Context: an optimization exercise on an open-source flow, tuned for a short achievable clock period and few clock cycles. The choices shown serve that exercise and are no tape-out recipe. Function was checked by simulation only, so behaviour that the tests miss may differ from the original. No activity file was given, so power comes from the tool's default toggle rates.

==> harbor <==
// trc3_core
module trc3_core (
    input  wire        clk,
    input  wire        rst,
    output reg         mem_req,
    output reg         mem_we,
    output reg  [10:0] mem_addr,
    output reg  [7:0]  mem_wdata,
    input  wire        mem_ready,
    input  wire [7:0]  mem_rdata,
    output wire        gpi_req,
    output wire [2:0]  gpi_port,
    input  wire        gpi_valid,
    input  wire [7:0]  gpi_data,
    output wire        gpo_valid,
    output wire [2:0]  gpo_port,
    output wire [7:0]  gpo_data,
    output wire        bell,
    output wire        halted,
    output wire        faulted,
    output wire [2:0]  fault_code,
    output wire [10:0] pc_out
);
    localparam OP_NOP = 5'd0,  OP_HLT = 5'd1,  OP_ADD = 5'd2,  OP_ADI = 5'd3;
    localparam OP_SUB = 5'd4,  OP_XOR = 5'd5,  OP_XNO = 5'd6,  OP_IOR = 5'd7;
    localparam OP_NOR = 5'd8,  OP_AND = 5'd9,  OP_NAN = 5'd10, OP_RSH = 5'd11;
    localparam OP_LDI = 5'd12, OP_JMP = 5'd13, OP_BEQ = 5'd14, OP_BNE = 5'd15;
    localparam OP_BGT = 5'd16, OP_BLT = 5'd17, OP_CAL = 5'd18, OP_RET = 5'd19;
    localparam OP_REA = 5'd20, OP_STO = 5'd21, OP_GPI = 5'd22, OP_GPO = 5'd23;
    localparam OP_BEL = 5'd24, OP_PAS = 5'd25, OP_PAG = 5'd26;
    localparam F_NONE     = 3'd0;
    localparam F_ILLEGAL  = 3'd1;
    localparam F_RESERVED = 3'd2;
    localparam F_DATAADDR = 3'd3;
    localparam F_PAGE     = 3'd4;
    function [31:0] onehot;
        input [4:0] i;
        onehot = 32'd1 << i;
    endfunction
    function [31:0] rotl1;
        input [31:0] v;
        rotl1 = {v[30:0], v[31]};
    endfunction
  ...
make LEC_CHECK=0 ABC_CLOCK_PERIOD_IN_PS=2500 CAP_MARGIN=20 CELL_PAD_IN_SITES_DETAIL_PLACEMENT=1 CELL_PAD_IN_SITES_GLOBAL_PLACEMENT=2 CORE_MARGIN=2 CORE_UTILIZATION=40 PLACE_DENSITY=0.6 SETUP_SLACK_MARGIN=4.0 SLEW_MARGIN=20 TNS_END_PERCENT=5 finish   # period 7.0 ns
run.sh (not shown) runs the stock make flow with config.mk's settings and CLKGATE_MAP_FILE= SYNTH_SCRIPT=/design/flow/synth_recipe.tcl, a recipe that flattens the netlist after the stock synthesis.
==> umber: changes against harbor <==
--- a/flow/design.v
+++ b/flow/design.v
@@ -614,22 +614,20 @@
                 end else if (d_bcc && ir_main) begin
                     upd_v  <= 1'b1;
                     upd_bi <= id;
                     upd_t  <= cond;
                 end
-                if (recover) begin
-                    pend <= 1'b0;
-                end else begin
-                    pend     <= n_fold && !cond;
-                    pend_m   <= f_m;
-                    rf_pc    <= pcp1_d;
-                    rf_oh    <= oh2;
-                    pend_dir_r <= f_dir;
-                    pend_bi  <= pcp1_d[4:0];
-                    pend_bad <= !h0;
-                    {alt_pc, alt_oh1, alt_w, alt_oht, alt_v, alt_main} <= b_other;
-                end
+                pend <= !recover && n_fold && !cond;
+            end
+            if (d_go) begin
+                pend_m   <= f_m;
+                rf_pc    <= pcp1_d;
+                rf_oh    <= oh2;
+                pend_dir_r <= f_dir;
+                pend_bi  <= pcp1_d[4:0];
+                pend_bad <= !h0;
+                {alt_pc, alt_oh1, alt_w, alt_oht, alt_v, alt_main} <= b_other;
             end
             if (conflict)
                 c_tv <= 32'd0;
             if (f_write) begin
                 c_data[f_id] <= fw;
- SETUP_SLACK_MARGIN: 4.0 -> 3.5
- TNS_END_PERCENT: 5 -> 25
==> run summary <==
umber ran to the end with no violations. harbor ran to the end with no violations. Against harbor, the sequential share of layout area of umber is lower by 0.88 points. Of harbor and umber, umber has the higher hold slack (gap 0.016 ns). In clock power, harbor and umber hardly differ. Between harbor and umber, the lower non-clock buffer count is in harbor (gap 78). Against umber, the cell area of harbor is smaller by about 1.8%. Against umber, the die area of harbor is lower by about 0.5%.
Testbench counts of harbor, summed over its fixed seeds: cycles 80,525.
Testbench counts of umber, summed over its fixed seeds: cycles 80,525.

## afterwards: timing with drivers on the ports
The flow's constraints put no driver on any port. The routed layouts listed below were extracted and timed again, unchanged, in two steps. Step 1, drivers: a clkbuf_16 drives clk and a buf_2 each remaining input, both assumed. Step 2 times the ports against the registers' clock, not the clock port: input delays grow and output delays shrink by t, the midpoint of the rising clock arrivals with the driver on. a / b / c = no drivers / after step 1 / after step 2; a / b = the first two.
run	t, ns	setup slack, ns	worst hold slack (ns)	worst setup path at the end	slew at the worst register clock pin (ns)
harbor	1.027	2.606 / 2.606 / 2.415	0.455 / 0.455 / 0.455	input to register	0.07 / 0.07
umber	1.047	3.065 / 3.065 / 2.280	0.471 / 0.471 / 0.471	input to register	0.07 / 0.07
After both steps setup and hold are still met in every run listed. For umber, which loses most, drivers alone change the setup slack by 0.000 ns; drivers and shift together by -0.785 ns.
